Source: an optimization exercise on an open RTL-to-GDS flow (aim: small area, a short achievable clock period and few clock cycles). Production flows keep margins and buffers that such runs may drop.
RTL that was checked went through simulation tests only; none was proved equivalent to the original.

old:
Design serper_unit, start of the top module:
module serper_unit (
    input  wire        clk,
    input  wire        rst,
    input  wire        in_valid,
    output wire        in_ready,
    input  wire [15:0] in_w,
    input  wire        in_draining,
    input  wire        in_ce,
    input  wire        in_brk,
    input  wire        in_nine,
    input  wire [15:0] in_bit_time,
    input  wire [18:0] in_frame,
    input  wire [31:0] in_now,
    input  wire [31:0] in_done_at,
    input  wire [18:0] in_frozen_rem,
    input  wire [18:0] in_accum,
    output wire        out_valid,
    output wire        out_noop,
    output wire [19:0] out_baud,
    output wire [18:0] out_tx_period,
    output wire [16:0] out_rx_period,
    output wire        out_resc,
    output wire        out_sched,
    output wire [15:0] out_bit_time,
    output wire [18:0] out_frame,
    output wire [31:0] out_time
);
Size: about 2300 cells after synthesis, roughly 130 flip-flops, about 290 I/O pins.
==> module serper_unit, before the edit <==
module serper_unit (
    input  wire        clk,
    input  wire        rst,
    input  wire        in_valid,
    output wire        in_ready,
    input  wire [15:0] in_w,
    input  wire        in_draining,
    input  wire        in_ce,
    input  wire        in_brk,
    input  wire        in_nine,
    input  wire [15:0] in_bit_time,
    input  wire [18:0] in_frame,
    input  wire [31:0] in_now,
    input  wire [31:0] in_done_at,
    input  wire [18:0] in_frozen_rem,
    input  wire [18:0] in_accum,
    output wire        out_valid,
    output wire        out_noop,
    output wire [19:0] out_baud,
    output wire [18:0] out_tx_period,
    output wire [16:0] out_rx_period,
    output wire        out_resc,
    output wire        out_sched,
    output wire [15:0] out_bit_time,
    output wire [18:0] out_frame,
    output wire [31:0] out_time
);
    localparam [1:0] S_IDLE = 2'd0, S_MUL = 2'd1, S_DIV = 2'd2;
    reg  [1:0]  st;
    reg  [3:0]  cnt;
    reg  [15:0] period;
    reg         period_set;
    reg         vld_q, noop_q, resc_q, nine_q, ce_q, brk_q, qv_q;
    reg  [31:0] now_q;
    reg  [15:0] dvs;
    reg  [18:0] aq;
    reg  [35:0] x;
    wire [15:0] m1_in = {1'b0, in_w[14:0]} + 16'd1;
    wire noop = period_set && (in_w == period);
    wire resc = !noop && in_draining && (m1_in != in_bit_time);
    wire [32:0] dd    = {1'b0, in_done_at} - {1'b0, in_now};
    wire [18:0] rem_c = dd[32] ? 19'd0 : dd[18:0];
    wire [18:0] mn_a  = (in_accum < in_frame) ? in_accum : in_frame;
    wire [18:0] opa   = in_ce ? (in_brk ? in_frozen_rem : rem_c) : mn_a;
    wire        a_zero = (opa == 19'd0);
    assign in_ready = (st == S_IDLE);
    wire acc   = in_valid && in_ready;
    wire start = resc && !a_zero;
    wire [14:0] m  = period[14:0];
    wire [15:0] m1 = {1'b0, m} + 16'd1;
    reg [17:0] rate;
    always @(*) begin
        if      (m > 15'd31112) rate = 18'd110;
        else if (m > 15'd11440) rate = 18'd300;
        else if (m > 15'd5729)  rate = 18'd600;
        else if (m > 15'd2864)  rate = 18'd1200;
        else if (m > 15'd1432)  rate = 18'd2400;
        else if (m > 15'd715)   rate = 18'd4800;
        else if (m > 15'd357)   rate = 18'd9600;
        else if (m > 15'd237)   rate = 18'd14400;
        else if (m > 15'd178)   rate = 18'd19200;
        else if (m > 15'd108)   rate = 18'd31400;
        else if (m > 15'd88)    rate = 18'd38400;
        else if (m > 15'd58)    rate = 18'd57600;
        else if (m > 15'd28)    rate = 18'd115200;
        else if (m > 15'd25)    rate = 18'd128000;
        else if (m > 15'd12)    rate = 18'd256000;
        else                    rate = 18'd110;
    end
    assign out_baud = period[15] ? {1'b0, rate, 1'b0} : {2'b00, rate};
    wire [18:0] m10 = {1'b0, m1, 2'b00} + {3'b000, m1};       
    assign out_tx_period = {m10[17:0], 1'b0} + (period[15] ? {3'b000, m1} : 19'd0);
    assign out_frame     = {m10[17:0], 1'b0} + (nine_q     ? {3'b000, m1} : 19'd0);
    wire rx_big = period[15] ? (m >= 15'd82) : (m >= 15'd90);
    assign out_rx_period = rx_big ? out_tx_period[18:2] : 17'd227;
    assign out_bit_time  = m1;
    assign out_valid = vld_q;
    assign out_noop  = noop_q;
    assign out_resc  = resc_q;
    assign out_sched = resc_q && ce_q && !brk_q;
    wire        cin  = qv_q && ce_q && (x[35:20] != 16'd0);
    wire [31:0] tadd = (ce_q && !brk_q) ? now_q : 32'd0;
    assign out_time  = tadd + {12'd0, qv_q ? x[19:0] : 20'd0} + {31'd0, cin};
    function [2:0] ncyc(input [15:0] n);
        ncyc = (n[15:12] != 4'd0) ? 3'd4 :
               (n[11:8]  != 4'd0) ? 3'd3 :
               (n[7:4]   != 4'd0) ? 3'd2 : 3'd1;
    endfunction
    wire [2:0] nc_in = ncyc(m1_in);
    wire [2:0] nc    = ncyc(m1);
    wire        idle  = (st == S_IDLE);
    wire [35:0] x_src = idle ? {20'd0, m1_in} : x;
    wire [18:0] a_src = idle ? opa : aq;
    wire [39:0] msum  = {4'd0, x_src} + ({21'd0, a_src} * x_src[3:0]) * 40'h10000;
    wire [35:0] x_mul = msum[39:4];
    reg  [35:0] x_div;
    reg  [17:0] t;
    integer i;
    always @(*) begin
        x_div = x;
        for (i = 0; i < 2; i = i + 1) begin
            t     = {1'b0, x_div[35:19]} - {2'b00, dvs};
            x_div = {(t[17] ? x_div[34:19] : t[15:0]), x_div[18:0], !t[17]};
        end
    end
    always @(posedge clk) begin
        if (rst) begin
            st         <= S_IDLE;
            period     <= 16'h0000;
            period_set <= 1'b0;
            vld_q      <= 1'b0;
        end else begin
            vld_q <= 1'b0;
            case (st)
                S_IDLE: begin
                    noop_q <= noop;
                    resc_q <= resc;
                    nine_q <= in_nine;
                    ce_q   <= in_ce;
                    brk_q  <= in_brk;
                    now_q  <= in_now;
                    dvs    <= in_bit_time;
                    aq     <= opa;
                    qv_q   <= start;
                    x      <= x_mul;
                    cnt    <= 4'd1;
                    if (acc) begin
                        if (!noop) begin
                            period     <= in_w;
                            period_set <= 1'b1;
                        end
                        if (start) begin
                            if (nc_in == 3'd1) begin
                                cnt <= 4'd0;
                                st  <= S_DIV;
                            end else
                                st  <= S_MUL;
                        end else
                            vld_q <= 1'b1;
                    end
                end
                S_MUL: begin
                    x   <= x_mul;
                    cnt <= cnt + 4'd1;
                    if (cnt + 4'd1 == {1'b0, nc}) begin
                        cnt <= 4'd0;
                        st  <= S_DIV;
                    end
                end
                default: begin
                    x   <= x_div;
                    cnt <= cnt + 4'd1;
                    if (cnt == {nc, 1'b1}) begin
                        vld_q <= 1'b1;
                        st    <= S_IDLE;
                    end
                end
            endcase
        end
    end
endmodule
Settings: LEC_CHECK=0, CAP_MARGIN=20, CORE_MARGIN=2, CORE_UTILIZATION=40, SLEW_MARGIN=20; clock period 12.0 ns.
run.sh (not shown) runs the stock make flow with config.mk's settings and CLKGATE_MAP_FILE= SYNTH_SCRIPT=/design/flow/synth_recipe.tcl, a recipe that flattens the netlist after the stock synthesis.
old: no failed stages, no open violations at the end
Edits applied to the flow inputs when going from old to new:
==> flow/design.v <==
module serper_unit (
    input  wire        clk,
    input  wire        rst,
    input  wire        in_valid,
    output wire        in_ready,
    input  wire [15:0] in_w,
    input  wire        in_draining,
    input  wire        in_ce,
    input  wire        in_brk,
    input  wire        in_nine,
    input  wire [15:0] in_bit_time,
    input  wire [18:0] in_frame,
    input  wire [31:0] in_now,
    input  wire [31:0] in_done_at,
    input  wire [18:0] in_frozen_rem,
    input  wire [18:0] in_accum,
    output wire        out_valid,
    output wire        out_noop,
    output wire [19:0] out_baud,
    output wire [18:0] out_tx_period,
    output wire [16:0] out_rx_period,
    output wire        out_resc,
    output wire        out_sched,
    output wire [15:0] out_bit_time,
    output wire [18:0] out_frame,
    output wire [31:0] out_time
);
    localparam [1:0] S_IDLE = 2'd0, S_MUL = 2'd1, S_DIV = 2'd2;
    reg  [1:0]  st;
    reg  [2:0]  cnt;
    reg  [15:0] period;
    reg         period_set;
    reg         vld_q, noop_q, resc_q, nine_q, ce_q, brk_q, qv_q;
    reg  [31:0] now_q;
    reg  [15:0] dvs;
    reg  [18:0] aq;
    reg  [35:0] x;
    wire [15:0] m1_in = {1'b0, in_w[14:0]} + 16'd1;
    wire noop = period_set && (in_w == period);
    wire resc = !noop && in_draining && (m1_in != in_bit_time);
    wire [32:0] dd    = {1'b0, in_done_at} - {1'b0, in_now};
    wire [18:0] rem_c = dd[32] ? 19'd0 : dd[18:0];
    wire [18:0] mn_a  = (in_accum < in_frame) ? in_accum : in_frame;
    wire [18:0] opa   = in_ce ? (in_brk ? in_frozen_rem : rem_c) : mn_a;
    wire        a_zero = (opa == 19'd0);
    assign in_ready = (st == S_IDLE);
    wire acc   = in_valid && in_ready;
    wire start = resc && !a_zero;
    wire [14:0] m  = period[14:0];
    wire [15:0] m1 = {1'b0, m} + 16'd1;
    reg [17:0] rate;
    always @(*) begin
        if      (m > 15'd31112) rate = 18'd110;
        else if (m > 15'd11440) rate = 18'd300;
        else if (m > 15'd5729)  rate = 18'd600;
        else if (m > 15'd2864)  rate = 18'd1200;
        else if (m > 15'd1432)  rate = 18'd2400;
        else if (m > 15'd715)   rate = 18'd4800;
        else if (m > 15'd357)   rate = 18'd9600;
        else if (m > 15'd237)   rate = 18'd14400;
        else if (m > 15'd178)   rate = 18'd19200;
        else if (m > 15'd108)   rate = 18'd31400;
        else if (m > 15'd88)    rate = 18'd38400;
        else if (m > 15'd58)    rate = 18'd57600;
        else if (m > 15'd28)    rate = 18'd115200;
        else if (m > 15'd25)    rate = 18'd128000;
        else if (m > 15'd12)    rate = 18'd256000;
        else                    rate = 18'd110;
    end
    assign out_baud = period[15] ? {1'b0, rate, 1'b0} : {2'b00, rate};
    wire [18:0] m10 = {1'b0, m1, 2'b00} + {3'b000, m1};       
    assign out_tx_period = {m10[17:0], 1'b0} + (period[15] ? {3'b000, m1} : 19'd0);
    assign out_frame     = {m10[17:0], 1'b0} + (nine_q     ? {3'b000, m1} : 19'd0);
    wire rx_big = period[15] ? (m >= 15'd82) : (m >= 15'd90);
    assign out_rx_period = rx_big ? out_tx_period[18:2] : 17'd227;
    assign out_bit_time  = m1;
    assign out_valid = vld_q;
    assign out_noop  = noop_q;
    assign out_resc  = resc_q;
    assign out_sched = resc_q && ce_q && !brk_q;
    wire        cin  = qv_q && ce_q && (x[35:20] != 16'd0);
    wire [31:0] tadd = (ce_q && !brk_q) ? now_q : 32'd0;
    assign out_time  = tadd + {12'd0, qv_q ? x[19:0] : 20'd0} + {31'd0, cin};
    function [2:0] ncyc(input [15:0] n);
        ncyc = (n[15:12] != 4'd0) ? 3'd4 :
               (n[11:8]  != 4'd0) ? 3'd3 :
               (n[7:4]   != 4'd0) ? 3'd2 : 3'd1;
    endfunction
    wire [2:0] nc_in = ncyc(m1_in);
    wire [2:0] nc    = ncyc(m1);
    wire        idle  = (st == S_IDLE);
    wire [35:0] x_src = idle ? {20'd0, m1_in} : x;
    wire [18:0] a_src = idle ? opa : aq;
    wire [39:0] msum  = {4'd0, x_src} + ({21'd0, a_src} * x_src[3:0]) * 40'h10000;
    wire [35:0] x_mul = msum[39:4];
    reg  [35:0] x_div;
    reg  [17:0] t;
    integer i;
    always @(*) begin
        x_div = x;
        for (i = 0; i < 4; i = i + 1) begin
            t     = {1'b0, x_div[35:19]} - {2'b00, dvs};
            x_div = {(t[17] ? x_div[34:19] : t[15:0]), x_div[18:0], !t[17]};
        end
    end
    always @(posedge clk) begin
        if (rst) begin
            st         <= S_IDLE;
            period     <= 16'h0000;
            period_set <= 1'b0;
            vld_q      <= 1'b0;
        end else begin
            vld_q <= 1'b0;
            case (st)
                S_IDLE: begin
                    noop_q <= noop;
                    resc_q <= resc;
                    nine_q <= in_nine;
                    ce_q   <= in_ce;
                    brk_q  <= in_brk;
                    now_q  <= in_now;
                    dvs    <= in_bit_time;
                    aq     <= opa;
                    qv_q   <= start;
                    x      <= x_mul;
                    cnt    <= 3'd1;
                    if (acc) begin
                        if (!noop) begin
                            period     <= in_w;
                            period_set <= 1'b1;
                        end
                        if (start) begin
                            if (nc_in == 3'd1) begin
                                cnt <= 3'd0;
                                st  <= S_DIV;
                            end else
                                st  <= S_MUL;
                        end else
                            vld_q <= 1'b1;
                    end
                end
                S_MUL: begin
                    x   <= x_mul;
                    cnt <= cnt + 3'd1;
                    if (cnt + 3'd1 == nc) begin
                        cnt <= 3'd0;
                        st  <= S_DIV;
                    end
                end
                default: begin
                    x   <= x_div;
                    cnt <= cnt + 3'd1;
                    if (cnt == nc) begin
                        vld_q <= 1'b1;
                        st    <= S_IDLE;
                    end
                end
            endcase
        end
    end
endmodule
### Flow results
~same CTS buffer count in new and old. Count of sequential standard cells sits lower in new than in old. new: pin slew with the least headroom to its limit 0.015 ns below old. The higher area inside the core boundary came out of new.
Testbench counts of new, summed over its fixed seeds: cycles 8,414.
Only the layout flow was run in old; the RTL was not checked for function there.

afterwards: timing with drivers on the ports:
The results above use ideal ports. As a check the final layouts listed here were re-extracted and re-timed, cells and wires unchanged. Step 1 (the two cells are an assumption about what drives the block):
set clk [get_ports {clk}]
set_driving_cell -lib_cell sky130_fd_sc_hd__clkbuf_16 $clk
set_driving_cell -lib_cell sky130_fd_sc_hd__buf_2 [delete_from_list [all_inputs] $clk]
Step 2 times the ports against the registers' clock, not the clock port: input delays grow and output delays shrink by t, the midpoint of the rising clock arrivals with the driver on. Three values: no drivers, after step 1, after step 2; two values: the first two.
| run | t (ns) | setup slack, ns | worst hold slack (ns) | cell pins on the clock port's net |
|---|---|---|---|---|
| old | 0.492 | 1.057 / 1.081 / 0.589 | 0.488 / 0.488 / 0.488 | 1 |
| new | 0.499 | 0.841 / 0.841 / 0.754 | 0.477 / 0.477 / 0.477 | 1 |
After both steps every run listed still meets setup and hold. For old, which loses most, drivers alone change the setup slack by +0.024 ns; drivers and shift together by -0.468 ns.
